What follows belongs to an exercise in optimizing a design on an open flow for small area, a short achievable clock period and few clock cycles per item; a production flow would make more cautious choices. Only simulation tests tie the RTL to the original design; equivalence was not proved. Power figures rest on the tool's default switching activity, not on a simulated workload.

// ppm_median_filter
module ppm_median_filter (
    input  wire         clk,
    input  wire         rst,
    input  wire         in_valid,
    output wire         in_ready,
    input  wire         in_init,
    input  wire [255:0] in_data,
    output reg          out_valid,
    output reg  [255:0] out_data
);
Settings: LEC_CHECK=0, CAP_MARGIN=20, CORE_MARGIN=2, CORE_UTILIZATION=75, CTS_CLUSTER_DIAMETER=100, CTS_CLUSTER_SIZE=20, SLEW_MARGIN=20; clock period 13.5 ns.
standard.sh (not shown) runs the stock make flow with config.mk's settings and CLKGATE_MAP_FILE= SYNTH_SCRIPT=/design/flow/synth_recipe.tcl, a recipe that flattens the netlist after the stock synthesis.
==> flow/flow/run.sh <==
#!/bin/bash
# The standard layout, with timing repair asked to leave a setup slack of
# flow/setup_margin ns (the clock period less the achieved period), and
# port buffers of the cell named in flow/port_buffer.
set -euo pipefail
SETUP_MARGIN=$(cat flow/setup_margin)
PORT_BUF=$(cat flow/port_buffer)
bash standard.sh synth > synth.log 2>&1
bash standard.sh SETUP_SLACK_MARGIN=$SETUP_MARGIN \
    "BUFFER_PORTS_ARGS=-buffer_cell $PORT_BUF" finish > layout.log 2>&1
==> flow/flow/port_buffer <==
sky130_fd_sc_hd__buf_1
==> flow/flow/setup_margin <==
9.7
Testbench counts at the start, summed over its fixed seeds: cycles 4,136, items 4,096.
==> next run, changes <==
==> flow/flow/port_buffer (replaced) <==
sky130_fd_sc_hd__buf_2
Settings changed: CORE_UTILIZATION 75 to 40, CTS_CLUSTER_DIAMETER 100 to unset, CTS_CLUSTER_SIZE 20 to unset.
The new run ran to the end with no violations.
Sequential cell count does not change.
Final cell count rises by about a fifth.
Global-route usage is lower by 17 points.
Routed wire length is higher by a little under a tenth.
Clock-buffer cell count rises by 89.

---

Starting RTL as in the previous note.
## ppm_median_filter
module ppm_median_filter (
    input  wire         clk,
    input  wire         rst,
    input  wire         in_valid,
    output wire         in_ready,
    input  wire         in_init,
    input  wire [255:0] in_data,
    output reg          out_valid,
    output reg  [255:0] out_data
);
==> flow/config.mk <==
export PLATFORM = sky130hd
export DESIGN_NAME = ppm_median_filter
export DESIGN_NICKNAME = ppm_median_filter
export VERILOG_FILES = /design/flow/design.v
export SDC_FILE = /design/flow/constraint.sdc
export NUM_CORES = 4
export LEC_CHECK = 0
export CAP_MARGIN = 20
export CORE_MARGIN = 2
export CORE_UTILIZATION = 60
export CTS_CLUSTER_DIAMETER = 100
export CTS_CLUSTER_SIZE = 20
export SLEW_MARGIN = 20
==> flow/constraint.sdc <==
create_clock -name core_clock -period 13.5 [get_ports {clk}]
set_input_delay 2.7000 -clock core_clock [delete_from_list [all_inputs] [get_ports {clk}]]
set_output_delay 2.7000 -clock core_clock [all_outputs]
set_load 0.01 [all_outputs]
==> flow/flow/port_buffer <==
sky130_fd_sc_hd__buf_2
Scripts as last shown in full above: flow/flow/run.sh, flow/flow/setup_margin
Testbench counts at the start, summed over its fixed seeds: cycles 4,136, items 4,096.
Then changed:
==> flow/flow/port_buffer (replaced) <==
sky130_fd_sc_hd__buf_1
==> flow/flow/setup_margin (replaced) <==
9.65
--- a/flow/config.mk
+++ b/flow/config.mk
@@ -8,5 +8,5 @@
 export CAP_MARGIN = 20
 export CORE_MARGIN = 2
-export CORE_UTILIZATION = 60
+export CORE_UTILIZATION = 70
 export CTS_CLUSTER_DIAMETER = 100
 export CTS_CLUSTER_SIZE = 20
Outcome: The changed run finished with timing, DRC and antenna clean. Total power goes up by about 0.36%. Cell area falls by 0.71%. Wire length rose by about 0.7%. Combinational power rose by about 1%.
Then changed:
==> flow/flow/setup_margin (replaced) <==
9.8
--- a/flow/config.mk
+++ b/flow/config.mk
@@ -8,5 +8,5 @@
 export CAP_MARGIN = 20
 export CORE_MARGIN = 2
-export CORE_UTILIZATION = 70
+export CORE_UTILIZATION = 60
 export CTS_CLUSTER_DIAMETER = 100
 export CTS_CLUSTER_SIZE = 20
What happened: Routed wire length rose slightly. Clock-buffer cell count stays the same. Cell count came out higher by a few percent. Total power barely changes.

port drivers added, routing unchanged:
How much do the figures lean on ideal ports? The routed layouts below were timed once more, with nothing changed but the port constraints. Step 1: set_driving_cell puts a clkbuf_16 on clk and a buf_2 on each other input, an assumption about the parent block. Step 2 moves the port delays by t, midway between the first and last clock arrival at a register: inputs arrive t later, outputs are due t later. That takes back most of the time a late clock gives input paths. Slacks: no drivers / after step 1 / after step 2; pairs: no drivers / after step 1.
| run | shift t [ns] | slack for setup (ns) | hold WS [ns] | latest minus earliest clock arrival (ns) | worst slew at a driven data input, ns |
|---|---|---|---|---|---|
| the first run of note 1 | 0.783 | 9.565 / 9.489 / 9.418 | 0.427 / 0.427 / 0.427 | 0.030 / 0.030 | 0.13 |
| the second run of note 1 | 0.899 | 9.425 / 9.348 / 9.352 | 0.427 / 0.427 / 0.427 | 0.054 / 0.054 | 0.19 |
| the first run of note 2 | 0.803 | 9.556 / 9.472 / 9.653 | 0.438 / 0.438 / 0.438 | 0.044 / 0.044 | 0.18 |
| the second run of note 2 | 0.786 | 9.575 / 9.498 / 9.640 | 0.439 / 0.439 / 0.439 | 0.025 / 0.025 | 0.15 |
| the third run of note 2 | 0.775 | 9.572 / 9.499 / 9.692 | 0.426 / 0.426 / 0.426 | 0.029 / 0.030 | 0.19 |
After both steps every run listed still meets setup and hold. For the first run of note 1, which loses most, drivers alone change the setup slack by -0.076 ns; drivers and shift together by -0.147 ns.
